This is an optimization exercise on Yosys and OpenROAD, whose aim is small area, a short achievable clock period and few clock cycles, not a production implementation. In this exercise RTL edits were held to simulation tests only and were not proved equivalent to the original. Power is estimated from default activity; no workload was simulated.

Design sdr_frame_tx, start of the top module:
module sdr_frame_tx (
    input  wire       clk,
    input  wire       rst,
    input  wire       in_valid,
    output wire       in_ready,
    input  wire [7:0] in_data,
    output wire       out_valid,
    input  wire       out_ready,
    output wire [7:0] out_data,
    output wire       done
);
    localparam [79:0] EOS_PATTERN = 80'h454F5300FF454F5300FF;
    localparam [2:0]  T_NONE = 3'd0,    
                      T_TRAIN = 3'd1, T_START = 3'd2, T_DATA = 3'd3,
                      T_PARITY = 3'd4, T_END = 3'd5, T_DONE = 3'd6;
    function automatic [7:0] frame_const(input [5:0] c);
        case (c)
            6'd16: frame_const = 8'h1A; 6'd17: frame_const = 8'hCF;
            6'd18: frame_const = 8'hFC; 6'd19: frame_const = 8'h1D;
            6'd20: frame_const = 8'hFE; 6'd21: frame_const = 8'h3B;
            6'd22: frame_const = 8'h14; 6'd23: frame_const = 8'hBE;
            6'd24: frame_const = 8'hA8; 6'd25: frame_const = 8'h5B;
            6'd26: frame_const = 8'hCE; 6'd27: frame_const = 8'h56;
            6'd28: frame_const = 8'h60; 6'd29: frame_const = 8'hDA;
            6'd30: frame_const = 8'hE8; 6'd31: frame_const = 8'hC8;
            6'd32: frame_const = 8'h81; 6'd33: frame_const = 8'h26;
  ...
For scale: about 800 cells after synthesis, ~260 flip-flops, roughly 23 I/O pins.
Settings: LEC_CHECK=0, CAP_MARGIN=20, CORE_MARGIN=2, CORE_UTILIZATION=40, SLEW_MARGIN=20; clock period 15.0 ns.
standard.sh (not shown) runs the stock make flow with config.mk's settings and CLKGATE_MAP_FILE= SYNTH_SCRIPT=/design/flow/synth_recipe.tcl, a recipe that flattens the netlist after the stock synthesis.
==> flow/flow/run.sh <==
#!/bin/bash
# Standard layout, with timing repair aimed well below the 15 ns clock period
# (the constraints are unchanged; only repair_timing's setup margin grows).
set -euo pipefail
cd "$(dirname "$0")/.."
export SETUP_SLACK_MARGIN=11.4
bash standard.sh > standard_make.log 2>&1
Testbench counts at the start, summed over its fixed seeds: cycles 32,640.
Next try:
--- a/flow/flow/run.sh
+++ b/flow/flow/run.sh
@@ -5,3 +5,3 @@
 cd "$(dirname "$0")/.."
-export SETUP_SLACK_MARGIN=11.4
+export SETUP_SLACK_MARGIN=11.8
 bash standard.sh > standard_make.log 2>&1
Outcome:
- synthesized area does not change
- via count came out higher by 0.70%
- die area stays the same
- cell area came out higher by 2.9%
Next try:
--- a/flow/flow/run.sh
+++ b/flow/flow/run.sh
@@ -5,3 +5,3 @@
 cd "$(dirname "$0")/.."
-export SETUP_SLACK_MARGIN=11.8
+export SETUP_SLACK_MARGIN=10.5
 bash standard.sh > standard_make.log 2>&1
- cell area goes down by roughly a tenth
- first-iteration DRC count drops by roughly a tenth
- register-to-register slack loses 0.89 ns
- power drops slightly
- utilization went down by 5.2 points
Next try:
--- a/flow/flow/run.sh
+++ b/flow/flow/run.sh
@@ -5,3 +5,3 @@
 cd "$(dirname "$0")/.."
-export SETUP_SLACK_MARGIN=10.5
+export SETUP_SLACK_MARGIN=11
 bash standard.sh > standard_make.log 2>&1
What happened: The new run produced a clean layout. Flip-flop and latch count does not change. Utilization climbs by 0.31 points. Setup slack improved by 0.46 ns.


sdr_frame_tx, a different RTL version from the one above (not shown whole).
Size in the first run: about 740 cells after synthesis, about 270 flip-flops, ~8200 um^2 of cells after synthesis.
==> flow/config.mk <==
export PLATFORM = sky130hd
export DESIGN_NAME = sdr_frame_tx
export DESIGN_NICKNAME = sdr_frame_tx
export VERILOG_FILES = /design/flow/design.v
export SDC_FILE = /design/flow/constraint.sdc
export NUM_CORES = 4
export LEC_CHECK = 0
export CAP_MARGIN = 20
export CORE_MARGIN = 2
export CORE_UTILIZATION = 65
export CTS_CLUSTER_DIAMETER = 70
export CTS_CLUSTER_SIZE = 28
export SLEW_MARGIN = 20
==> flow/constraint.sdc <==
create_clock -name core_clock -period 15.0 [get_ports {clk}]
set_input_delay 3.0000 -clock core_clock [delete_from_list [all_inputs] [get_ports {clk}]]
set_output_delay 3.0000 -clock core_clock [all_outputs]
set_load 0.01 [all_outputs]
==> flow/flow/run.sh <==
#!/bin/bash
# Standard layout (standard.sh's make command), with two changes that keep the
# constraints as they are:
#  - synthesis maps the logic with an area-oriented ABC script (area.abc);
#  - timing repair aims well below the 15 ns clock period (setup margin 11 ns).
set -euo pipefail
cd "$(dirname "$0")/.."
W=$(pwd)
export SETUP_SLACK_MARGIN=11
export BUFFER_PORTS_ARGS="-buffer_cell sky130_fd_sc_hd__buf_1"
export AREA_ABC_SCRIPT=$W/flow/area.abc
export FLOW_SYNTH_TCL=$W/synth_recipe.tcl
sed "s#SYNTH_SCRIPT=[^ ]*synth_recipe.tcl#SYNTH_SCRIPT=$W/flow/area_synth.tcl#" standard.sh > area_standard.sh
grep -q "SYNTH_SCRIPT=$W/flow/area_synth.tcl" area_standard.sh
bash area_standard.sh > standard_make.log 2>&1
==> flow/flow/area.abc <==
&get -n
&st
&dch
&nf -R 1000 -p
&put
==> flow/flow/area_synth.tcl <==
# The standard flow's synthesis (synth_recipe.tcl, sourced unchanged), with only the ABC
# mapping script replaced by an area-oriented one (flow/area.abc). The
# registers, their names and cell types come out as in the standard
# synthesis; only the combinational mapping differs.
proc abc {args} {
  set i [lsearch $args -script]
  if {$i >= 0} {
    set args [lreplace $args [expr {$i + 1}] [expr {$i + 1}] $::env(AREA_ABC_SCRIPT)]
  }
  yosys abc {*}$args
}
source $::env(FLOW_SYNTH_TCL)
The baseline passed the timing, DRC and antenna checks.
Testbench counts at the start, summed over its fixed seeds: cycles 32,640.
Rerun with:
--- a/flow/flow/run.sh
+++ b/flow/flow/run.sh
@@ -9 +9 @@
-export SETUP_SLACK_MARGIN=11
+export SETUP_SLACK_MARGIN=11.12
What happened: The new run finished with timing, DRC and antenna clean; synthesized cell count does not change; clock-buffer cell count stays the same; final cell count went up slightly; die area does not change; worst hold slack is about the same; clock skew went down by 3.4 ps; setup slack gains 31 ps; wire length went up by a few percent.
Rerun with:
--- a/flow/flow/run.sh
+++ b/flow/flow/run.sh
@@ -9 +9 @@
-export SETUP_SLACK_MARGIN=11.12
+export SETUP_SLACK_MARGIN=11
--- a/flow/config.mk
+++ b/flow/config.mk
@@ -12,0 +13,2 @@
+export GPL_ROUTABILITY_DRIVEN = 0
+export GPL_TIMING_DRIVEN = 0
Effect: Setup slack gets worse by 42 ps. Global-route usage is lower by 1.1 points. Clock-buffer cell count does not change. Synthesized cell count is unchanged. Utilization is lower by 0.88 points.
Rerun with:
--- a/flow/config.mk
+++ b/flow/config.mk
@@ -11,4 +11,2 @@
-export CTS_CLUSTER_DIAMETER = 70
-export CTS_CLUSTER_SIZE = 28
-export GPL_ROUTABILITY_DRIVEN = 0
-export GPL_TIMING_DRIVEN = 0
+export CTS_CLUSTER_DIAMETER = 90
+export CTS_CLUSTER_SIZE = 24
=> The new run produced a clean layout; power is about the same; sequential power hardly moves; global-route usage rises by 1.7 points; synthesized area is unchanged; worst setup slack improved by 8.3 ps; routed wire length rises by a few percent.


## JK
sdr_frame_tx again, from the RTL that the note above started with.
## sdr_frame_tx
module sdr_frame_tx (
    input  wire       clk,
    input  wire       rst,
    input  wire       in_valid,
    output wire       in_ready,
    input  wire [7:0] in_data,
    output wire       out_valid,
    input  wire       out_ready,
    output wire [7:0] out_data,
    output wire       done
);
clock: 15.0 ns
lec_check: 0
cap_margin: 20
core_margin: 2
core_utilization: 65
cts_cluster_diameter: 70
cts_cluster_size: 28
slew_margin: 20
==> flow/flow/run.sh <==
#!/bin/bash
# Standard layout (standard.sh's make command), with two changes that keep the
# constraints as they are:
#  - synthesis maps the logic with an area-oriented ABC script (area.abc);
#  - timing repair aims well below the 15 ns clock period (setup margin 11 ns).
set -euo pipefail
cd "$(dirname "$0")/.."
W=$(pwd)
export SETUP_SLACK_MARGIN=11.05
export BUFFER_PORTS_ARGS="-buffer_cell sky130_fd_sc_hd__buf_1"
export AREA_ABC_SCRIPT=$W/flow/area.abc
export FLOW_SYNTH_TCL=$W/synth_recipe.tcl
sed "s#SYNTH_SCRIPT=[^ ]*synth_recipe.tcl#SYNTH_SCRIPT=$W/flow/area_synth.tcl#" standard.sh > area_standard.sh
grep -q "SYNTH_SCRIPT=$W/flow/area_synth.tcl" area_standard.sh
bash area_standard.sh > standard_make.log 2>&1
Scripts as last shown in full above: flow/flow/area.abc, flow/flow/area_synth.tcl
Testbench counts of JK, summed over its fixed seeds: cycles 32,640.
--- input diff JK..MS ---
- swapping 28 for 34 in CTS_CLUSTER_SIZE
- swapping 70 for 80 in CTS_CLUSTER_DIAMETER
--- a/flow/flow/run.sh
+++ b/flow/flow/run.sh
@@ -8,3 +8,3 @@
 W=$(pwd)
-export SETUP_SLACK_MARGIN=11.05
+export SETUP_SLACK_MARGIN=11
 export BUFFER_PORTS_ARGS="-buffer_cell sky130_fd_sc_hd__buf_1"
## What came out
JK → MS: signed area change from the synthesized netlist to the final layout now smaller, detail-routed via count per cell saw a decrease, utilization moved down, wire length now smaller.
Relative to JK, the post-layout total power of MS is lower by 0.037 mW.
| number of I/O port buffers | JK vs MS | ≈ equal |


job 3992:
sdr_frame_tx, a different RTL version from the one above (not shown whole).
Size in the first run: roughly 750 cells after synthesis, about 270 flip-flops, ~23 I/O pins, ~8200 um2 of cells after synthesis.
==> flow/config.mk <==
export PLATFORM = sky130hd
export DESIGN_NAME = sdr_frame_tx
export DESIGN_NICKNAME = sdr_frame_tx
export VERILOG_FILES = /design/flow/design.v
export SDC_FILE = /design/flow/constraint.sdc
export NUM_CORES = 4
export LEC_CHECK = 0
export CAP_MARGIN = 20
export CORE_MARGIN = 2
export CORE_UTILIZATION = 58
export CTS_CLUSTER_DIAMETER = 70
export CTS_CLUSTER_SIZE = 28
export SLEW_MARGIN = 20
==> flow/constraint.sdc <==
create_clock -name core_clock -period 15.0 [get_ports {clk}]
set_input_delay 3.0000 -clock core_clock [delete_from_list [all_inputs] [get_ports {clk}]]
set_output_delay 3.0000 -clock core_clock [all_outputs]
set_load 0.01 [all_outputs]
==> flow/flow/run.sh <==
#!/bin/bash
# Standard layout (standard.sh's make command), with two changes that keep the
# constraints as they are:
#  - synthesis maps the logic with an area-oriented ABC script (area.abc);
#  - timing repair aims well below the 15 ns clock period (setup margin 11 ns).
set -euo pipefail
cd "$(dirname "$0")/.."
W=$(pwd)
export SETUP_SLACK_MARGIN=11
export BUFFER_PORTS_ARGS="-buffer_cell sky130_fd_sc_hd__buf_1"
export AREA_ABC_SCRIPT=$W/flow/area.abc
export FLOW_SYNTH_TCL=$W/synth_recipe.tcl
sed "s#SYNTH_SCRIPT=[^ ]*synth_recipe.tcl#SYNTH_SCRIPT=$W/flow/area_synth.tcl#" standard.sh > area_standard.sh
grep -q "SYNTH_SCRIPT=$W/flow/area_synth.tcl" area_standard.sh
bash area_standard.sh > standard_make.log 2>&1
Scripts as last shown in full above: flow/flow/area.abc, flow/flow/area_synth.tcl
Testbench counts of job 3992, summed over its fixed seeds: cycles 32,648.
Edits applied to the flow inputs when going from job 3992 to job 3969:
- CORE_UTILIZATION: 58 -> 65
diff --git a/flow/flow/run.sh b/flow/flow/run.sh
--- a/flow/flow/run.sh
+++ b/flow/flow/run.sh
@@ -8,4 +8,5 @@
 W=$(pwd)
 export SETUP_SLACK_MARGIN=11
+export CTS_ARGS="-sink_clustering_enable -repair_clock_nets -sink_clustering_size 28 -sink_clustering_max_diameter 70 -balance_levels"
 export BUFFER_PORTS_ARGS="-buffer_cell sky130_fd_sc_hd__buf_1"
 export AREA_ABC_SCRIPT=$W/flow/area.abc
### Flow results
Going from job 3992 to job 3969, met1 layer usage reported by global route grows by 4.2 points. As far as number of buffer cells added on primary ports goes, job 3992 and job 3969 are indistinguishable; the numbers are identical. Measured against each other, job 3969 and job 3992 differ in cell count, the lower figure coming from job 3969. Total power, job 3969 vs job 3992: up slightly. Going from job 3992 to job 3969, clock group share of total power shows an increase of 1.0 points; part of the total power dissipated in combinational logic level. Job 3969 and job 3992 ended up with nearly the same final area.
## Diff of input files: job 8248 against job 3969
- CTS_CLUSTER_SIZE now 16, was 28
- CTS_CLUSTER_DIAMETER now 50, was 70
- CTS_BUF_LIST now sky130_fd_sc_hd__clkbuf_8, previously not set
diff --git a/flow/flow/run.sh b/flow/flow/run.sh
--- a/flow/flow/run.sh
+++ b/flow/flow/run.sh
@@ -8,5 +8,4 @@
 W=$(pwd)
 export SETUP_SLACK_MARGIN=11
-export CTS_ARGS="-sink_clustering_enable -repair_clock_nets -sink_clustering_size 28 -sink_clustering_max_diameter 70 -balance_levels"
 export BUFFER_PORTS_ARGS="-buffer_cell sky130_fd_sc_hd__buf_1"
 export AREA_ABC_SCRIPT=$W/flow/area.abc
[summary]
- Job 8248 ended with every stage complete and zero timing, DRC or antenna violations.
- On fmax: job 8248 sits below job 3969.
- Diff job 8248..job 3969 | post-CTS clock slew at the launch and capture registers of the worst setup and hold paths | negligible
- For final standard cell utilization of the core, job 8248 and job 3969 come out practically identical.
- Looking at job 3969 and job 8248, the adder-cell area share of the yosys netlist is a wash.
- Job 3969 and job 8248 ended up with nearly the same area occupied by multi-input gates.
- Final period demand of the worst path in job 8248 is 0.027 ns above job 3969.
- Taking job 3969 as the reference, in job 8248 register share of total power rose by 1.5 points, total via count in the routed design rose by 45, switching share of power rose by 0.35 points, final instance count without filler cells rose by 1.2%.
- The end of the critical path comes out out_valid in one run and in_ready in the other, namely in job 3969 and job 8248 respectively.
## Diff of input files: job 8828 against job 8248
- a deleted CTS_BUF_LIST that had been sky130_fd_sc_hd__clkbuf_8
- a change of CTS_CLUSTER_SIZE from 16 to 28
- a change of CTS_CLUSTER_DIAMETER from 50 to 70
diff --git a/flow/flow/run.sh b/flow/flow/run.sh
--- a/flow/flow/run.sh
+++ b/flow/flow/run.sh
@@ -8,4 +8,5 @@
 W=$(pwd)
 export SETUP_SLACK_MARGIN=11
+export CTS_ARGS="-sink_clustering_enable -repair_clock_nets -sink_clustering_size 28 -sink_clustering_max_diameter 70 -sink_clustering_levels 1"
 export BUFFER_PORTS_ARGS="-buffer_cell sky130_fd_sc_hd__buf_1"
 export AREA_ABC_SCRIPT=$W/flow/area.abc
==> comparison <==
Job 8248 → job 8828: clock power now larger; transition time at the pin with the least slew margin now larger. Taking job 8248 as the reference, in job 8828 post-detailed-route via-to-cell ratio has increased; final wirelength has remained practically unchanged.


== run 1 ==
Another version of the RTL of sdr_frame_tx (not shown whole).
For scale: ~820 cells after synthesis, roughly 9600 um2 of cells after synthesis.
clock: 15.0 ns
lec_check: 0
cap_margin: 20
core_margin: 2
core_utilization: 40
cts_cluster_diameter: 70
cts_cluster_size: 32
slew_margin: 20
==> flow/flow/run.sh <==
#!/bin/bash
# Standard layout, with timing repair aimed well below the 15 ns clock period
# (the constraints are unchanged; only repair_timing's setup margin grows).
set -euo pipefail
cd "$(dirname "$0")/.."
export SETUP_SLACK_MARGIN=11
bash standard.sh > standard_make.log 2>&1
Testbench counts of run 1, summed over its fixed seeds: cycles 32,648.
Input changes introduced in run 2 (baseline for comparison: run 1):
- CTS_CLUSTER_DIAMETER: 70 -> 60
- CTS_CLUSTER_SIZE: 32 -> 20
Results
Looking at worst slack on hold paths, run 2 sits 0.012 ns below run 1.
Compared with run 1, run 2 shows a higher detailed-route wire length.
Run 2: fraction of layout instances using a drive strength above 1 higher than run 1
Run 2 does worse than run 1 on worst setup slack after layout.
Number of global-route vias before repair went up slightly going from run 1 to run 2.
Compared with run 1, in run 2 net load switching power went down; final design utilization went up.
Input changes introduced in run 3 (baseline for comparison: run 2):
- swapping 20 for 28 in CTS_CLUSTER_SIZE
- swapping 60 for 70 in CTS_CLUSTER_DIAMETER
[summary]
Comparing run 2 and run 3, final critical-path required period is higher on run 2.
Delta (run 3 minus run 2): via density per instance was more or less identical, count of non-filler cells in the finished layout now smaller.

## port drivers added, routing unchanged
The results above use ideal ports. As a check the final layouts listed here were re-extracted and re-timed, cells and wires unchanged.
Step 1: set_driving_cell puts a clkbuf_16 on clk and a buf_2 on each other input, an assumption about the parent block.
Step 2 moves the port delays by t, midway between the first and last clock arrival at a register: inputs arrive t later, outputs are due t later. That takes back most of the time a late clock gives input paths.
Slacks: ideal ports / drivers / drivers and shift; pairs: ideal ports / drivers.
| run | shift t [ns] | slack for setup (ns) | slew at the worst register clock pin (ns) |
|---|---|---|---|
| the first run of note 1 | 0.598 | 10.991 / 10.946 / 10.397 | 0.07 / 0.07 |
| the second run of note 1 | 0.579 | 11.000 / 10.955 / 10.563 | 0.07 / 0.07 |
| the third run of note 1 | 0.598 | 10.544 / 10.494 / 10.113 | 0.07 / 0.07 |
| the fourth run of note 1 | 0.587 | 11.006 / 10.960 / 10.524 | 0.06 / 0.06 |
| the first run of note 2 | 0.508 | 11.036 / 10.994 / 10.759 | 0.10 / 0.10 |
| the second run of note 2 | 0.510 | 11.067 / 11.027 / 10.666 | 0.10 / 0.10 |
| the third run of note 2 | 0.514 | 11.025 / 10.982 / 10.660 | 0.10 / 0.10 |
| the fourth run of note 2 | 0.512 | 11.033 / 10.992 / 10.737 | 0.10 / 0.10 |
| JK | 0.518 | 11.065 / 11.021 / 10.704 | 0.10 / 0.10 |
| MS | 0.507 | 11.034 / 10.992 / 10.761 | 0.11 / 0.11 |
| job 3992 | 0.524 | 11.017 / 10.972 / 10.575 | 0.10 / 0.10 |
| job 3969 | 0.524 | 11.027 / 10.983 / 10.539 | 0.10 / 0.10 |
| job 8248 | 0.569 | 11.000 / 10.961 / 10.488 | 0.10 / 0.10 |
| job 8828 | 0.524 | 11.027 / 10.983 / 10.539 | 0.10 / 0.10 |
| run 1 | 0.542 | 10.993 / 10.946 / 10.549 | 0.11 / 0.11 |
| run 2 | 0.550 | 10.980 / 10.936 / 10.529 | 0.08 / 0.08 |
| run 3 | 0.544 | 10.997 / 10.951 / 10.546 | 0.10 / 0.10 |
After both steps every run listed still meets setup and hold. For the first run of note 1, which loses most, drivers alone change the setup slack by -0.045 ns; drivers and shift together by -0.594 ns.
